From an optimization exercise on the open Yosys and OpenROAD flow, aimed at small area, a short achievable clock period and few clock cycles per item; shortcuts taken in it are not production practice. Function was checked by simulation only, so behaviour that the tests miss may differ from the original. Power is estimated from default activity; no workload was simulated.

**flow/config.mk**
```make
export PLATFORM = sky130hd
export DESIGN_NAME = lfm_window_median
export DESIGN_NICKNAME = lfm_window_median
export VERILOG_FILES = /design/flow/design.v
export SDC_FILE = /design/flow/constraint.sdc
export NUM_CORES = 4
export LEC_CHECK = 0
export CAP_MARGIN = 20
export CORE_MARGIN = 2
export CORE_UTILIZATION = 40
export SLEW_MARGIN = 20
```
**flow/run.sh**
```bash
#!/bin/bash
# synth_recipe.tcl (not shown) runs the flow's synth.tcl, then flattens the netlist and writes it again
# the make line also repeats each setting of config.mk as NAME=value (left out here)
make -C /OpenROAD-flow-scripts/flow DESIGN_CONFIG=/design/flow/config.mk WORK_HOME=/design/flow/orfs CLKGATE_MAP_FILE= SYNTH_SCRIPT=/design/flow/synth_recipe.tcl finish
```
**flow/design.v**
```verilog
module lfm_window_median (
    input  wire        clk,
    input  wire        rst,
    input  wire        cmd_valid,
    output wire        cmd_ready,
    input  wire [2:0]  cmd_op,
    input  wire [11:0] cmd_arg,
    output reg         rsp_valid,
    output reg  [12:0] rsp_data,
    output reg         rsp_nodata,
    output reg         rsp_high,
    output reg         rsp_err
);
    localparam N  = 32;
    localparam NB = 6;             
    localparam OP_NOP         = 3'd0;
    localparam OP_WIN_RESET   = 3'd1;
    localparam OP_WIN_PUSH    = 3'd2;
    localparam OP_WIN_SELECT  = 3'd3;
    localparam OP_WIN_MEDIAN  = 3'd4;
    localparam OP_PUSH_SAMPLE = 3'd5;
    localparam OP_SET_THRESH  = 3'd6;
    localparam S_IDLE   = 2'd0;
    localparam S_PREP   = 2'd1;
    localparam S_SCAN   = 2'd2;
    localparam S_FINISH = 2'd3;
    reg [1:0]    state;
    reg [11:0]   win [0:N-1];      
    reg [N-1:0]  wvld;             
    reg [11:0]   thr;              
    reg          is_median;        
    reg [7:0]    sel_k;            
    reg [NB-1:0] r1, r2;           
    reg [NB-1:0] j;                
    reg [11:0]   val1, val2;       
    assign cmd_ready = (state == S_IDLE);
    wire accept = cmd_valid && cmd_ready;
    reg [NB-1:0] count;
    integer ci;
    always @(*) begin
        count = 0;
        for (ci = 0; ci < N; ci = ci + 1)
            count = count + wvld[ci];
    end
    wire [11:0] cand = win[j];
    reg  [NB-1:0] lt, le;
    integer ri;
    always @(*) begin
        lt = 0;
        le = 0;
        for (ri = 0; ri < N; ri = ri + 1) begin
            if (wvld[ri] && (win[ri] < cand))  lt = lt + 1'b1;
            if (wvld[ri] && (win[ri] <= cand)) le = le + 1'b1;
        end
    end
    wire hit1 = wvld[j] && (lt <= r1) && (r1 < le);
    wire hit2 = wvld[j] && (lt <= r2) && (r2 < le);
    wire [12:0] m2 = {1'b0, val1} + {1'b0, val2};
    integer si;
    always @(posedge clk) begin
        if (rst) begin
            state     <= S_IDLE;
            wvld      <= {N{1'b0}};
            thr       <= 12'd2048;
            rsp_valid <= 1'b0;
        end else begin
            rsp_valid <= 1'b0;
            case (state)
                S_IDLE: begin
                    if (accept) begin
                        case (cmd_op)
                            OP_WIN_RESET: begin
                                wvld       <= {N{1'b0}};
                                rsp_valid  <= 1'b1;
                                rsp_err    <= 1'b0;
                            end
                            OP_WIN_PUSH: begin
                                for (si = 0; si < N - 1; si = si + 1)
                                    win[si] <= win[si+1];
                                win[N-1]   <= cmd_arg;
                                wvld       <= {1'b1, wvld[N-1:1]};
                                rsp_valid  <= 1'b1;
                                rsp_err    <= 1'b0;
                            end
                            OP_SET_THRESH: begin
                                if (cmd_arg == 12'd0 || cmd_arg == 12'hFFF) begin
                                    rsp_err <= 1'b1;
                                end else begin
                                    thr     <= cmd_arg;
                                    rsp_err <= 1'b0;
                                end
                                rsp_valid <= 1'b1;
                            end
                            OP_WIN_SELECT: begin
                                is_median <= 1'b0;
                                sel_k     <= cmd_arg[7:0];
                                state     <= S_PREP;
                            end
                            OP_WIN_MEDIAN: begin
                                is_median <= 1'b1;
                                state     <= S_PREP;
                            end
                            OP_PUSH_SAMPLE: begin
                                for (si = 0; si < N - 1; si = si + 1)
                                    win[si] <= win[si+1];
                                win[N-1]  <= cmd_arg;
                                wvld      <= {1'b1, wvld[N-1:1]};
                                is_median <= 1'b1;
                                state     <= S_PREP;
                            end
                            default: begin    
                                rsp_valid <= 1'b1;
                                rsp_err   <= 1'b0;
                            end
                        endcase
                    end
                end
                S_PREP: begin
                    j <= 0;
                    if (is_median) begin
                        if (count == 0) begin
                            rsp_valid  <= 1'b1;
                            rsp_nodata <= 1'b1;
                            rsp_high   <= 1'b0;
                            rsp_data   <= 13'd0;
                            rsp_err    <= 1'b0;
                            state      <= S_IDLE;
                        end else begin
                            r1    <= (count - 1'b1) >> 1;
                            r2    <= count >> 1;
                            state <= S_SCAN;
                        end
                    end else begin
                        if ({2'b00, sel_k} >= {{(10-NB){1'b0}}, count}) begin
                            rsp_valid  <= 1'b1;
                            rsp_nodata <= 1'b1;
                            rsp_high   <= 1'b0;
                            rsp_data   <= 13'd0;
                            rsp_err    <= 1'b0;
                            state      <= S_IDLE;
                        end else begin
                            r1    <= sel_k[NB-1:0];
                            r2    <= sel_k[NB-1:0];
                            state <= S_SCAN;
                        end
                    end
                end
                S_SCAN: begin
                    if (hit1) val1 <= cand;
                    if (hit2) val2 <= cand;
                    j <= j + 1'b1;
                    if (j == N - 1)
                        state <= S_FINISH;
                end
                S_FINISH: begin
                    rsp_valid  <= 1'b1;
                    rsp_nodata <= 1'b0;
                    rsp_err    <= 1'b0;
                    if (is_median) begin
                        rsp_data <= m2;
                        rsp_high <= (m2 >= {thr, 1'b0});
                    end else begin
                        rsp_data <= {1'b0, val1};
                        rsp_high <= 1'b0;
                    end
                    state <= S_IDLE;
                end
            endcase
        end
    end
endmodule
```
**flow/constraint.sdc**
```tcl
create_clock -name core_clock -period 26.0 [get_ports {clk}]
set_input_delay 5.2000 -clock core_clock [delete_from_list [all_inputs] [get_ports {clk}]]
set_output_delay 5.2000 -clock core_clock [all_outputs]
set_load 0.01 [all_outputs]
```
==> results.yml <==
power_and_ir_drop:
  p_per_area_mw_per_mm2: 49.83
  ir_drop_mv: 0.04970
  internal_power_mw: 1.486
  pwr-share-clk_pct: 39.4
  leakage_nw: 16.61
  netSwitchingFraction_pct: 28.23
  p_switching_uw: 584.5
  pwr-share-seq_pct: 43.6
  power_frac_comb_pct: 17.0
synth:
  synthCells: 3390
  synthAdderAreaFrac_pct: 18.71
  seq_area_frac_synth_pct: 39.02
  synth_edf_count: 450
  synth_top_family_by_area: "adder cells"
  synthSimpleGateAreaFrac_pct: 13.30
  yosys-mux-area-fraction_pct: 3.009
  ys_ff_latch: 497
  synth_xor_area_share_pct: 8.170
  syn_area_sq_mm: 0.03705
  postSynth.asyncResetShare_pct: 0
  yosys-top-cells-area: "edfxtp_1 (36%), ha_1 (17%), xnor2_1 (3.1%)"
  syn_nets: 3947
  yosysWarnings: 2
  synth_area_per_cell_sq_um: 10.93
  synth-main-ff-cell: "edfxtp_1"
  yosys.area.top_type: "edfxtp_1"
  synth_top_area_share_pct: 36.48
  synth-compound-area-share_pct: 15.06
  synth.distinct_cells: 113
timing:
  hold_slack_ns: 0.4885
  finalCritPeriodShare_pct: 94.62
  period_needed_ns: 24.60
  maxSlewHeadroom_pct: 26.83
  tightestPinTransition_ns: 1.089
  setup_viol: 0
  max_freq_mhz: 40.65
  maxSlewViolCount: 0
  finalHoldViolations: 0
  finalClockSkew_ns: 0.02172
route:
  drt_wl_total_um: 120700
  num_vias: 28793
  vias_per_cell: 6.074
  ant_nets: 0
  first_pass_iters: 8
  wire_per_inst_um: 25.47
  drcViolationCount: 0
  drt_iter0_drc: 3192
clocking:
  htreeDepth: 2
  cts_buffer_depth: 3
  worstSkewPairLatency_ns: 0.64
  numCtsBuffers: 55
  ctsHoldBuffers: 0
  cts_tree: "built"
  clock-sinks: 497
  clk_pin_slew_worst_paths_ns: 0.07
  ctsRootBufferMaster: "clkbuf_16"
floorplanning:
  fp.dieW_um: 308.3
  die_h_um: 308.3
  core_sq_mm: 0.09166
  dieArea_sq_mm: 0.09506
  num_rows: 111
  ios: 36
  start_util_pct: 40.41
job:
  cap_violations: 0
global_routing:
  grt_usage_pct: 25.13
  grt_max_degree: 84
  grt-ovfl-total: 0
  grtUsageMet1_pct: 33.05
  busiest_layer: "met2"
  grt_pass1_wl_um: 178000
  grt_pass1_vias: 27538
  met2_usage_pct: 39.70
  gr-usage-met3_pct: 5.037
  antenna_found_initial: 0
worst_setup_path:
  critPathTopFamily: "adder cells"
  critPathMaxStageDelay_ns: 0.52
  crit_path_end_kind: "register"
  required_ns: 26.34
  cp_num_buf_inv: 9
  slowest_stage: "edfxtp_1"
  worstPathArrival_ns: 24.95
  crit_type: "reg2reg"
  critPathLaunchType: "register"
  critical_path.max_fanout: 8
  crit_top_cell: "ha_1"
finish:
  final_cells: 4740
  layout.nets: 4064
  area_growth_pct: 12.15
  postLayoutCoreUtil_pct: 45.32
  drive_above_1_share_pct: 10.75
  antenna-diode-count: 0
placement:
  gp_congestion: 1.012
  place_inst: 4617
  hpwlAfterDp_um: 94380
  port_buffers: 35
worst_hold_path:
  min_path_type: "reg2reg"
status:
  status: "timing/DRC/antenna clean"
## final timing paths
path	depth (start not counted)	endpoint	slack, ns	startpoint
setup / recovery	119	val1[5]	1.40	j[1]
hold / removal	2	thr[6]	0.49	thr[6]
setup reg to reg	119	val1[5]	1.40	j[1]
hold reg to reg	2	thr[6]	0.49	thr[6]
## cell usage in the layout, fill, tap and decap left out, types with 14 or more instances in the layout
cell type	instances
ha_1	510
edfxtp_1	450
nand2_1	218
inv_1	195
a21oi_1	186
nor2_1	173
xnor2_1	131
nand4_1	115
a22oi_1	109
nand3_1	96
o21ai_0	95
buf_4	88
a21o_1	71
nor2b_1	62
xor2_1	60
a22o_1	55
clkbuf_16	55
mux2i_1	50
dfxtp_1	47
nor3_1	41
nand2b_1	40
clkdlybuf4s50_1	35
and3_1	27
mux2_2	27
fa_1	25
and2_1	23
o21a_1	21
o22ai_1	20
a31oi_1	19
nor4_1	19
a222oi_1	18
xnor2_2	17
a221oi_1	17
nand4b_1	16
nor2_2	15
clkbuf_1	14
## cell families after synthesis
family,after synthesis
and+or+nand+nor,951
adders and majority gates,539
muxes,95
buffers and inverters,266
xor gates and xnor gates,256
DFF,497
AOI/OAI and AO/OA,786
## power by group through the flow
stage / clock (mW) / sequential, mW / combinational [mW]
3_5_place_dp: 0 / 0.919 / 0.342
2_1_floorplan: 0 / 0.917 / 0.222
4_1_cts: 0.821 / 0.903 / 0.344
6_report: 0.815 / 0.903 / 0.352
5_1_grt: 0.851 / 0.903 / 0.394
3_3_place_gp: 0 / 0.920 / 0.334
## synthesized netlist by cell type, types with 11 or more instances
cell type,count
and2_1,27
clkbuf_1,54
a22oi_1,109
a22o_1,55
or3_1,13
nor2_1,188
o22ai_1,20
mux2_2,28
and4_1,11
nand3_1,96
mux2i_1,57
a222oi_1,18
a221oi_1,24
edfxtp_1,450
nand4b_1,16
xnor2_2,16
dfxtp_1,47
o21ai_0,96
a21oi_1,188
xor2_1,60
ha_1,514
o21bai_1,12
nor2b_1,62
a21o_1,71
nor3_1,50
nand2_1,219
xnor2_1,132
nand2b_1,41
xor2_2,12
o21a_1,22
nor4_1,23
fa_1,25
inv_1,198
and3_1,27
a31oi_1,20
nand4_1,115
nand3b_1,11
## repair_timing
action / in CTS / in global routing
endpoints found under the setup margin: 0 / 24
resized for setup: 0 / 67
setup buffers: 0 / 18
## through the flow
stage | worst slack [ns] | setup TNS [ns] | area, sq um | total power [mW]
detailed placement | 0.1396 | 0 | 39290 | 1.261
floorplan | 0.2878 | 0 | 37050 | 1.140
CTS | 0.07361 | 0 | 41130 | 2.068
global route | -0.07965 | -0.6844 | 41550 | 2.148
finish | 1.398 | 0 | 41550 | 2.070
global placement | 0.6964 | 0 | 39290 | 1.253
## per-layer routing
| metal | part of all wire (%) | routed length, um | vias to the layer above |
|---|---|---|---|
| met5 | 0 | 0 | - |
| met4 | 5.3 | 6443 | 0 |
| met3 | 9.3 | 11200 | 255 |
| met2 | 44 | 53620 | 1360 |
| met1 | 41 | 49460 | 13918 |
| li1 | - | - | 13260 |
## registers in the layout, summed over array words and instances, names as in the netlist, named ones only
register	flops
r2	5
win	384
state	1
is_median	1
r1	6
rsp_valid	1
j	6
rsp_data	13
rsp_nodata	1
wvld	32
val2	12
thr	12
sel_k	8
rsp_high	1
rsp_err	1
val1	12
## tightest hold or removal path, delay by kind of cell, from the launching register on
kind	cells	cell delay, ns
AND/OR/NAND/NOR	1	0.07
flip-flops	1	0.32
multiplexers	1	0.06
## area by class of cell
class,instances,area (sq um)
Inverter,200,754.5
Tap cell,1186,1484
Fill cell,8527,50120
Multi-Input combinational cell,2627,21970
Clock buffer,69,1429
Clock inverter,35,412.9
Timing Repair Buffer,126,1039
Sequential cell,497,14450
Testbench counts, summed over its fixed seeds: cycles 718,370, items 24,000.

[static timing again, ports no longer ideal]
The flow's constraints put no driver on any port. The routed layout listed below was extracted and timed again, unchanged, in two steps.
Step 1, drivers: a clkbuf_16 drives clk and a buf_2 each remaining input, both assumed.
Step 2 moves the port delays by t, midway between the first and last clock arrival at a register: inputs arrive t later, outputs are due t later. That takes back most of the time a late clock gives input paths.
a / b / c = no drivers / after step 1 / after step 2; a / b = the first two.
t, ns: 0.696
setup WS [ns]: 1.398 / 1.398 / 1.398
latest minus earliest clock arrival (ns): 0.025 / 0.025
worst data-port slew with drivers (ns): 0.03
After both steps setup and hold are still met in this run. The setup slack of this run moves by 0.000 ns with the drivers and by 0.000 ns with both steps.
